Source: an optimization exercise on an open RTL-to-GDS flow (aim: small area, a short achievable clock period and few clock cycles per item). Production flows keep margins and buffers that such runs may drop. In this exercise RTL edits were held to simulation tests only and were not proved equivalent to the original.

==> run B <==
==> flow/design.v <==
module ladder_filter (
    input  wire        clk,
    input  wire        rst,         
    input  wire        cfg_we,
    input  wire [1:0]  cfg_addr,
    input  wire [31:0] cfg_data,
    input  wire        in_valid,
    output wire        in_ready,
    input  wire [31:0] in_x,
    input  wire [31:0] in_env,
    input  wire [31:0] in_fm,
    output reg         out_valid,
    output wire [31:0] out_y
);
    localparam signed [31:0] ONE      = 32'sd65536;
    localparam signed [31:0] C_M095   = -32'sd62259;      
    localparam signed [31:0] FC_MIN   = 32'sd327680;      
    localparam signed [31:0] FC_MAX   = 32'sd1300561920;  
    localparam signed [31:0] C_FXK    = 32'sd68866;
    localparam signed [31:0] C_N0     = 32'sd30;
    localparam signed [31:0] C_N1     = 32'sd405813;
    localparam signed [31:0] C_D1     = 32'sd809917;
    localparam signed [31:0] C_D2     = 32'sd289383;
    localparam signed [31:0] C_K6     = 32'sd471773984;
    localparam signed [31:0] C_K5     = 32'sd382585517;
    localparam signed [31:0] C_K4     = 32'sd31226140;
    localparam signed [31:0] C_K3     = 32'sd40301764;
    localparam signed [31:0] C_K2     = 32'sd14016267;
    localparam signed [31:0] C_K1     = 32'sd1114033;
    localparam signed [31:0] C_INV17  = 32'sd3855;
    localparam signed [31:0] C_4_27   = 32'sd9709;
    localparam signed [31:0] C_HPA    = 32'sd1386;
    localparam signed [31:0] SAT_LIM  = 32'sd98304;       
    localparam signed [31:0] CUT_RST  = 32'sd52428800;    
    localparam signed [31:0] M_K5     = -C_K5;
    localparam signed [31:0] M_K4     = -C_K4;
    localparam signed [31:0] M_ONE    = -ONE;
    localparam signed [19:0] M_4_27   = -20'sd9709;
    reg [13:0] ph;         
    reg        v_cur;      
    reg        v_prev;     
    wire busy = v_cur | (v_prev & ~ph[13]);
    assign in_ready = ~busy | ph[13];
    wire accept = in_valid & in_ready;
    reg signed [31:0] cutoff, rs, envmod, fmamt;
    reg signed [31:0] y1, y2, y3, y4, hp;
    reg signed [31:0] A, B, F1, F2, G, LO;
    reg        [14:0] fx;
    reg        [19:0] nd;      
    reg        [18:0] den;
    reg        [14:0] b0;
    assign out_y = G;
    wire [13:0] ph_n     = (rst | accept) ? 14'd1 : {ph[12:0], ph[13]};
    wire        v_cur_n  = ~rst & (accept | (~ph[13] & v_cur));
    wire        v_prev_n = ~rst & (accept ? (ph[13] & v_cur) : (ph[13] ? v_cur : v_prev));
    wire        busy_n   = v_cur_n | (v_prev_n & ~ph_n[13]);
    wire [13:0] ws_n     = ph_n & {14{busy_n}};
    reg  [13:0] ws;        
    reg         wlo;       
    reg g_wa_a, g_wa_b, g_wa_g, g_wa_f1;
    reg g_na_f1, g_na_a, g_nadd_y4;
    always @(posedge clk) begin
        ws        <= ws_n;
        wlo       <= ~busy_n;
        g_wa_a    <= ws_n[0] | ws_n[7] | ws_n[11];
        g_wa_b    <= ws_n[1] | ws_n[2];
        g_wa_g    <= ws_n[3] | ws_n[12];
        g_wa_f1   <= ws_n[4] | ws_n[10] | ws_n[13];
        g_na_f1   <= ph_n[0] | ph_n[2] | ph_n[6] | ph_n[11];
        g_na_a    <= ph_n[4] | ph_n[8] | ph_n[9] | ph_n[10] | ph_n[13];
        g_nadd_y4 <= ph_n[6] | ph_n[11];
    end
    reg        [17:0] fxk;     
    wire       [14:0] fx_n = mn[30:16];
    wire signed [31:0] sat_v;
    wire       [14:0] b0_n;
    wire [31:0] wb_n =
          ({32{ws_n[0]}}  & envmod)
        | ({32{ws_n[1]}}  & fmamt)
        | ({32{ws_n[2]}}  & cutoff)
        | ({32{ws_n[3]}}  & {rs[31:16] + 16'd1, rs[15:0]})
        | ({32{ws_n[4]}}  & {17'd0, b0})
        | ({32{ws_n[5]}}  & C_D2)
        | ({32{ws_n[6] | ws_n[7] | ws_n[8]}} & {17'd0, fx})
        | ({32{ws_n[9] | ws_n[10] | ws_n[12]}} & y4)
        | ({32{ws_n[11]}} & rs)
        | ({32{ws_n[13]}} & C_HPA)
        | ({32{~busy_n}}  & C_M095);
    wire [19:0] nb_n =
          ({20{ph_n[0]}}  & {5'd0, b0_n})
        | ({20{ph_n[2] | ph_n[6]}} & {5'd0, b0})
        | ({20{ph_n[1]}}  & G[19:0])
        | ({20{ph_n[4]}}  & C_FXK[19:0])
        | ({20{ph_n[5]}}  & {5'd0, fx_n})
        | ({20{ph_n[7] | ph_n[8] | ph_n[9] | ph_n[10]}} & {5'd0, fx})
        | ({20{ph_n[11]}} & M_4_27)
        | ({20{ph_n[12]}} & sat_v[19:0])
        | ({20{ph_n[13]}} & C_INV17[19:0]);
    wire [32:0] wbx = {wb_n, 1'b0};
    wire [20:0] nbx = {nb_n, 1'b0};
    reg  [15:0] w_one, w_two, w_neg;
    reg  [9:0]  n_one, n_two, n_neg;
    integer bi;
    always @(posedge clk) begin
        for (bi = 0; bi < 16; bi = bi + 1) begin
            w_one[bi] <= wbx[2*bi] ^ wbx[2*bi+1];
            w_two[bi] <= (wbx[2*bi+2] & ~wbx[2*bi+1] & ~wbx[2*bi]) | (~wbx[2*bi+2] & wbx[2*bi+1] & wbx[2*bi]);
            w_neg[bi] <= wbx[2*bi+2];
        end
        for (bi = 0; bi < 10; bi = bi + 1) begin
            n_one[bi] <= nbx[2*bi] ^ nbx[2*bi+1];
            n_two[bi] <= (nbx[2*bi+2] & ~nbx[2*bi+1] & ~nbx[2*bi]) | (~nbx[2*bi+2] & nbx[2*bi+1] & nbx[2*bi]);
            n_neg[bi] <= nbx[2*bi+2];
        end
    end
    wire [31:0] wa =
          ({32{g_wa_a}}   & A)
        | ({32{g_wa_b}}   & B)
        | ({32{g_wa_g}}   & G)
        | ({32{g_wa_f1}}  & F1)
        | ({32{ws[9]}}    & y4)
        | ({32{wlo}}      & cutoff)
        | ({32{ws[5]}}    & {17'd0, fx})
        | ({32{ws[6]}}    & C_D1)
        | ({32{ws[8]}}    & C_N1);
    wire [31:0] wadd =
          ({32{ws[4]}}  & y3)
        | ({32{ws[6]}}  & ONE)
        | ({32{ws[7]}}  & M_K4)
        | ({32{ws[8]}}  & C_N0)
        | ({32{ws[13]}} & hp);
    wire signed [31:0] mw;
    ladder_bmac #(.NR(16)) u_w (.a(wa), .one(w_one), .two(w_two), .neg(w_neg),
                                .addrow({wadd, 16'd0}), .cin(1'b0), .r(mw));
    wire [31:0] na =
          ({32{g_na_f1}}                         & F1)
        | ({32{ph[1]}}                          & rs)
        | ({32{g_na_a}}                          & A)
        | ({32{ph[5]}}                          & {C_K6[31:18], fxk})
        | ({32{ph[7]}}                          & {12'd0, nd})
        | ({32{ph[12]}}                         & F2);
    wire [31:0] nadd =
          ({32{ph[1]}}  & ONE)
        | ({32{ph[2]}}  & y2)
        | ({32{ph[5]}}  & M_K5)
        | ({32{g_nadd_y4}} & y4)
        | ({32{ph[7]}}  & {13'd0, den})
        | ({32{ph[8]}}  & C_K3)
        | ({32{ph[9]}}  & C_K2)
        | ({32{ph[10]}} & C_K1)
        | ({32{ph[12]}} & ~hp)
        | ({32{ph[13]}} & M_ONE);
    wire [15:0] nlow = {16{ph[11] | ph[12]}};
    wire signed [31:0] mn;
    ladder_bmac #(.NR(10)) u_n (.a(na), .one(n_one), .two(n_two), .neg(n_neg),
                                .addrow({nadd, nlow}), .cin(ph[12]), .r(mn));
    function signed [31:0] smax(input signed [31:0] a, input signed [31:0] b);
        smax = (a > b) ? a : b;
    endfunction
    function signed [31:0] smin(input signed [31:0] a, input signed [31:0] b);
        smin = (a < b) ? a : b;
    endfunction
    wire signed [31:0] fmterm = (fmamt != 32'sd0) ? (B >>> 1) : 32'sd0;
    wire signed [31:0] fc_sum = cutoff + A + fmterm;
    wire signed [31:0] off_v  = smin(smax(A, LO), cutoff <<< 2);
    wire signed [31:0] fc_v   = smin(smax(fc_sum, FC_MIN), FC_MAX);
    wire sat_hi = (y4 >= SAT_LIM);
    wire sat_lo = (y4 <= -SAT_LIM);
    assign sat_v = sat_hi ? ONE : sat_lo ? -ONE : mn;
    wire signed [31:0] y1_n   = y1 + (F1 <<< 1);
    wire [31:0] pa = ({32{ph[4]}} & F2) | ({32{ph[13]}} & B) | ({32{ph[1]}} & {F1[30:0], 1'b0})
                   | ({32{ph[3]}} & y2) | ({32{ph[5]}} & y3);
    wire [31:0] pb = ({32{ph[4]}} & ~y1) | ({32{ph[13]}} & ~F1) | ({32{ph[1]}} & y1)
                   | ({32{ph[3]}} & ~{y3[30:0], 1'b0}) | ({32{ph[5]}} & ~{y4[30:0], 1'b0});
    wire [31:0] pc = ({32{ph[4]}} & y2) | ({32{ph[1]}} & ~{y2[30:0], 1'b0}) | ({32{ph[3]}} & y4);
    wire [31:0] pd = {32{ph[1]}} & y3;
    wire [31:0] p_v = pa + pb + pc + pd + 32'd1;
    wire [20:0] t1 = {nd, 1'b0} - {2'b00, den};
    wire [19:0] r1 = t1[20] ? {nd[18:0], 1'b0} : t1[19:0];
    wire [20:0] t2 = {r1, 1'b0} - {2'b00, den};
    wire [19:0] r2 = t2[20] ? {r1[18:0], 1'b0} : t2[19:0];
    wire [20:0] t3 = {r2, 1'b0} - {2'b00, den};
    wire [19:0] r3 = t3[20] ? {r2[18:0], 1'b0} : t3[19:0];
    wire [2:0]  qb = {~t1[20], ~t2[20], ~t3[20]};
    wire div_en = ph[9] | ph[10] | ph[11] | ph[12] | ph[13];
    assign b0_n = div_en ? {b0[11:0], qb} : b0;
    always @(posedge clk) begin
        if (rst) begin
            ph        <= ph_n;
            v_cur     <= v_cur_n;
            v_prev    <= v_prev_n;
            out_valid <= 1'b0;
            cutoff    <= CUT_RST;
            rs        <= 32'sd0;
            envmod    <= 32'sd0;
            fmamt     <= 32'sd0;
            y1        <= 32'sd0;
            y2        <= 32'sd0;
            y3        <= 32'sd0;
            y4        <= 32'sd0;
            hp        <= 32'sd0;
        end else begin
            out_valid <= ws[12] & v_prev;
            if (cfg_we) begin
                case (cfg_addr)
                    2'd0: cutoff <= cfg_data;
                    2'd1: rs     <= cfg_data;
                    2'd2: envmod <= cfg_data;
                    2'd3: fmamt  <= cfg_data;
                endcase
            end
            ph     <= ph_n;
            v_cur  <= v_cur_n;
            v_prev <= v_prev_n;
            if (ph[1]  & v_prev) y1 <= y1_n;
            if (ph[2]  & v_prev) y2 <= mn;
            if (ws[4]  & v_prev) y3 <= mw;
            if (ph[6]  & v_prev) y4 <= mn;
            if (ws[13] & v_cur)  hp <= mw;
            if (wlo) LO <= mw;
            if (accept)               A <= in_env;
            else if (ws[0] | ws[7])   A <= mw;
            else if (ph[1])           A <= off_v;
            else if (ph[3])           A <= fc_v;
            else if (ph[5] | ph[8] | ph[9] | ph[10]) A <= mn;
            if (accept)               B <= in_fm;
            else if (ws[1] | ws[2])   B <= mw;
            else if (ph[4])           B <= p_v;
            if (ws[9] | ws[10])              F1 <= mw;
            else if (ph[0] | ph[12])         F1 <= mn;
            else if (ph[1] | ph[3] | ph[5] | ph[13]) F1 <= p_v;
            if (accept)       F2 <= in_x;
            else if (ws[11])  F2 <= mw;
            if (ws[3])                G <= mw;
            else if (ws[12])          G <= mw <<< 1;
            else if (ph[1] | ph[13])  G <= mn;
            if (ph[4]) begin fx <= fx_n; fxk <= {3'd0, fx_n} + C_K6[17:0]; end
            if (ws[5])                nd <= mw[19:0];
            else if (ws[8])           nd <= {mw[18:0], 1'b0};
            else if (div_en)          nd <= r3;
            if (ws[6])                den <= mw[18:0];
            else if (ph[7])           den <= mn[18:0];
            b0 <= b0_n;
        end
    end
endmodule
module ladder_bmac #(parameter NR = 16) (
    input  wire [31:0]   a,
    input  wire [NR-1:0] one,
    input  wire [NR-1:0] two,
    input  wire [NR-1:0] neg,
    input  wire [47:0]   addrow,
    input  wire          cin,
    output wire [31:0]   r
);
    function [47:0] kconst(input integer n);
        integer i;
        begin
            kconst = 48'd0;
            for (i = 0; i < n; i = i + 1)
                kconst = kconst - (48'd1 << (32 + 2 * i));
        end
    endfunction
    wire [32:0] ax = {a[31], a};
    wire [32:0] a2 = {a, 1'b0};
    wire [47:0] acc [0:NR];
    wire [47:0] negv;
    assign acc[0] = addrow + {47'd0, cin} + kconst(NR);
    genvar i;
    generate
        for (i = 0; i < NR; i = i + 1) begin : g_row
            wire [32:0] pp = (({33{one[i]}} & ax) | ({33{two[i]}} & a2)) ^ {33{neg[i]}};
            wire [47:0] row = {{(15){1'b0}}, ~pp[32], pp[31:0]} << (2 * i);
            assign negv[2*i]   = neg[i];
            assign negv[2*i+1] = 1'b0;
            assign acc[i+1] = acc[i] + row;
        end
    endgenerate
    assign negv[47:2*NR] = {(48 - 2 * NR){1'b0}};
    wire [47:0] s = acc[NR] + negv;
    assign r = s[47:16];
endmodule
==> flow/flow/run.sh <==
#!/bin/bash
# The standard layout (standard synthesis, floorplan, placement, CTS,
# routing) with one change: the resizer's setup repair aims for slack of
# SETUP_SLACK_MARGIN ns instead of 0, so it keeps sizing up the critical
# paths past the 20 ns clock. The clock and constraints are unchanged.
set -euo pipefail
bash standard.sh SETUP_SLACK_MARGIN=12 finish > standard_flow.log 2>&1
==> flow/standard.sh <==
#!/bin/bash
# synth_recipe.tcl (not shown) runs the flow's synth.tcl, then flattens the netlist and writes it again
# the make line also repeats each setting of config.mk as NAME=value (left out here)
make -C /OpenROAD-flow-scripts/flow DESIGN_CONFIG=/design/flow/config.mk WORK_HOME=/design/flow/orfs CLKGATE_MAP_FILE= SYNTH_SCRIPT=/design/flow/synth_recipe.tcl "${@:-finish}"
==> flow/config.mk <==
export PLATFORM = sky130hd
export DESIGN_NAME = ladder_filter
export DESIGN_NICKNAME = ladder_filter
export VERILOG_FILES = /design/flow/design.v
export SDC_FILE = /design/flow/constraint.sdc
export NUM_CORES = 4
export LEC_CHECK = 0
export CAP_MARGIN = 30
export CORE_MARGIN = 2
export CORE_UTILIZATION = 40
export SLEW_MARGIN = 30
==> flow/constraint.sdc <==
create_clock -name core_clock -period 20.0 [get_ports {clk}]
set_input_delay 4.0000 -clock core_clock [delete_from_list [all_inputs] [get_ports {clk}]]
set_output_delay 4.0000 -clock core_clock [all_outputs]
set_load 0.01 [all_outputs]
==> run D (differences from run B) <==
--- a/flow/design.v
+++ b/flow/design.v
@@ -57,20 +57,12 @@
     wire [13:0] ws_n     = ph_n & {14{busy_n}};
     reg  [13:0] ws;        
     reg         wlo;       
-    reg g_wa_a, g_wa_b, g_wa_g, g_wa_f1;
-    reg g_na_f1, g_na_a, g_nadd_y4;
+    reg g_nadd_y4;
     always @(posedge clk) begin
         ws        <= ws_n;
         wlo       <= ~busy_n;
-        g_wa_a    <= ws_n[0] | ws_n[7] | ws_n[11];
-        g_wa_b    <= ws_n[1] | ws_n[2];
-        g_wa_g    <= ws_n[3] | ws_n[12];
-        g_wa_f1   <= ws_n[4] | ws_n[10] | ws_n[13];
-        g_na_f1   <= ph_n[0] | ph_n[2] | ph_n[6] | ph_n[11];
-        g_na_a    <= ph_n[4] | ph_n[8] | ph_n[9] | ph_n[10] | ph_n[13];
         g_nadd_y4 <= ph_n[6] | ph_n[11];
     end
-    reg        [17:0] fxk;     
     wire       [14:0] fx_n = mn[30:16];
     wire signed [31:0] sat_v;
     wire       [14:0] b0_n;
@@ -113,16 +105,7 @@
             n_neg[bi] <= nbx[2*bi+2];
         end
     end
-    wire [31:0] wa =
-          ({32{g_wa_a}}   & A)
-        | ({32{g_wa_b}}   & B)
-        | ({32{g_wa_g}}   & G)
-        | ({32{g_wa_f1}}  & F1)
-        | ({32{ws[9]}}    & y4)
-        | ({32{wlo}}      & cutoff)
-        | ({32{ws[5]}}    & {17'd0, fx})
-        | ({32{ws[6]}}    & C_D1)
-        | ({32{ws[8]}}    & C_N1);
+    reg  [31:0] wa, na;
     wire [31:0] wadd =
           ({32{ws[4]}}  & y3)
         | ({32{ws[6]}}  & ONE)
@@ -132,13 +115,6 @@
     wire signed [31:0] mw;
     ladder_bmac #(.NR(16)) u_w (.a(wa), .one(w_one), .two(w_two), .neg(w_neg),
                                 .addrow({wadd, 16'd0}), .cin(1'b0), .r(mw));
-    wire [31:0] na =
-          ({32{g_na_f1}}                         & F1)
-        | ({32{ph[1]}}                          & rs)
-        | ({32{g_na_a}}                          & A)
-        | ({32{ph[5]}}                          & {C_K6[31:18], fxk})
-        | ({32{ph[7]}}                          & {12'd0, nd})
-        | ({32{ph[12]}}                         & F2);
     wire [31:0] nadd =
           ({32{ph[1]}}  & ONE)
         | ({32{ph[2]}}  & y2)
@@ -185,6 +161,28 @@
     wire div_en = ph[9] | ph[10] | ph[11] | ph[12] | ph[13];
     assign b0_n = div_en ? {b0[11:0], qb} : b0;
     always @(posedge clk) begin
+        wa <= ({32{ws_n[0]}}  & in_env)
+            | ({32{ws_n[1]}}  & B)
+            | ({32{ws_n[2] | ws_n[10]}} & mw)
+            | ({32{ws_n[3] | ws_n[12]}} & G)
+            | ({32{ws_n[4]}}  & p_v)
+            | ({32{ws_n[5]}}  & {17'd0, fx_n})
+            | ({32{ws_n[6]}}  & C_D1)
+            | ({32{ws_n[7]}}  & A)
+            | ({32{ws_n[8]}}  & C_N1)
+            | ({32{ws_n[9]}}  & y4)
+            | ({32{ws_n[11] | ws_n[13]}} & mn)
+            | ({32{~busy_n}}  & (rst ? CUT_RST : (cfg_we & (cfg_addr == 2'd0)) ? cfg_data : cutoff));
+        na <= ({32{ph_n[0] | ph_n[2] | ph_n[6]}} & p_v)
+            | ({32{ph_n[1]}}  & rs)
+            | ({32{ph_n[4]}}  & fc_v)
+            | ({32{ph_n[5]}}  & {C_K6[31:18], {3'd0, fx_n} + C_K6[17:0]})
+            | ({32{ph_n[7]}}  & {12'd0, nd})
+            | ({32{ph_n[8] | ph_n[11] | ph_n[12]}} & mw)
+            | ({32{ph_n[9] | ph_n[10]}} & mn)
+            | ({32{ph_n[13]}} & A);
+    end
+    always @(posedge clk) begin
         if (rst) begin
             ph        <= ph_n;
             v_cur     <= v_cur_n;
@@ -218,23 +216,18 @@
             if (ph[6]  & v_prev) y4 <= mn;
             if (ws[13] & v_cur)  hp <= mw;
             if (wlo) LO <= mw;
-            if (accept)               A <= in_env;
-            else if (ws[0] | ws[7])   A <= mw;
+            if (ws[0])                A <= mw;
             else if (ph[1])           A <= off_v;
-            else if (ph[3])           A <= fc_v;
-            else if (ph[5] | ph[8] | ph[9] | ph[10]) A <= mn;
+            else if (ph[5] | ph[10])  A <= mn;
             if (accept)               B <= in_fm;
-            else if (ws[1] | ws[2])   B <= mw;
+            else if (ws[2])           B <= mw;
             else if (ph[4])           B <= p_v;
-            if (ws[9] | ws[10])              F1 <= mw;
-            else if (ph[0] | ph[12])         F1 <= mn;
-            else if (ph[1] | ph[3] | ph[5] | ph[13]) F1 <= p_v;
+            if (ph[0] | ph[12])       F1 <= mn;
             if (accept)       F2 <= in_x;
-            else if (ws[11])  F2 <= mw;
             if (ws[3])                G <= mw;
             else if (ws[12])          G <= mw <<< 1;
             else if (ph[1] | ph[13])  G <= mn;
-            if (ph[4]) begin fx <= fx_n; fxk <= {3'd0, fx_n} + C_K6[17:0]; end
+            if (ph[4]) fx <= fx_n;
             if (ws[5])                nd <= mw[19:0];
             else if (ws[8])           nd <= {mw[18:0], 1'b0};
             else if (div_en)          nd <= r3;
--- a/flow/flow/run.sh
+++ b/flow/flow/run.sh
@@ -4,4 +4,4 @@
 # SETUP_SLACK_MARGIN ns instead of 0, so it keeps sizing up the critical
 # paths past the 20 ns clock. The clock and constraints are unchanged.
 set -euo pipefail
-bash standard.sh SETUP_SLACK_MARGIN=12 finish > standard_flow.log 2>&1
+bash standard.sh SETUP_SLACK_MARGIN=13 finish > standard_flow.log 2>&1
==> reports/qor.yml <==
status: "no timing/DRC/antenna violations"
r2r_end: "G[31]"
area_growth_pct: 17.6
layout_commonest_cell: "nand2_1"
cp_num_buf_inv: 8
multi_input_area_mm2: 0.0616
synth-compound-area-share: 0.228
antenna_cells: 16
gp_congestion: 1.08
syn-mean-instance-area_um2: 8.66
seq_share: 0.171
first_global_vias: 77400
dieArea_mm2: 0.207
worstSetupPathDepth: 32
The numbers above come from run B.

==> reports/qor.yml <==
status: "no timing/DRC/antenna violations"
area_growth_pct: 26.1
dieArea_mm2: 0.208
antenna_found_initial: 56
synth-compound-area-share: 0.230
setup_viol: 0
r2r_end: "nd[12]"
worstSetupPathDepth: 41
multi_input_area_mm2: 0.0635
syn-mean-instance-area_um2: 8.79
layout_commonest_cell: "inv_1"
setup_ws_ps: 11560
muxShareOfSynthArea: 0.0180
seq_share: 0.168
r2r_setup_slack_ps: 11560
first_global_vias: 80000
The numbers above come from run D.

Testbench counts of run B, summed over its fixed seeds: cycles 35,960, samples 2,560.
Testbench counts of run D, summed over its fixed seeds: cycles 35,960, samples 2,560.

==> what the ideal ports hide <==
The results above use ideal ports. As a check the final layouts listed here were re-extracted and re-timed, cells and wires unchanged. Step 1: set_driving_cell puts a clkbuf_16 on clk and a buf_2 on each other input, an assumption about the parent block. Step 2 moves the port delays by t, midway between the first and last clock arrival at a register: inputs arrive t later, outputs are due t later. That takes back most of the time a late clock gives input paths. a / b / c = ideal ports / drivers / drivers and shift; a / b = the first two.
| run | t, ns | slack for setup (ns) | worst hold slack (ns) | worst setup path at the end | latest minus earliest clock arrival (ns) |
|---|---|---|---|---|---|
| run B | 0.812 | 11.842 / 11.842 / 11.196 | 0.455 / 0.455 / 0.455 | input to register | 0.057 / 0.057 |
| run D | 0.865 | 11.556 / 11.556 / 11.556 | 0.459 / 0.459 / 0.459 | register to register | 0.052 / 0.052 |
After both steps every run listed still meets setup and hold. The setup slack of run B, which loses most, moves by 0.000 ns with the drivers and by -0.646 ns with both steps.
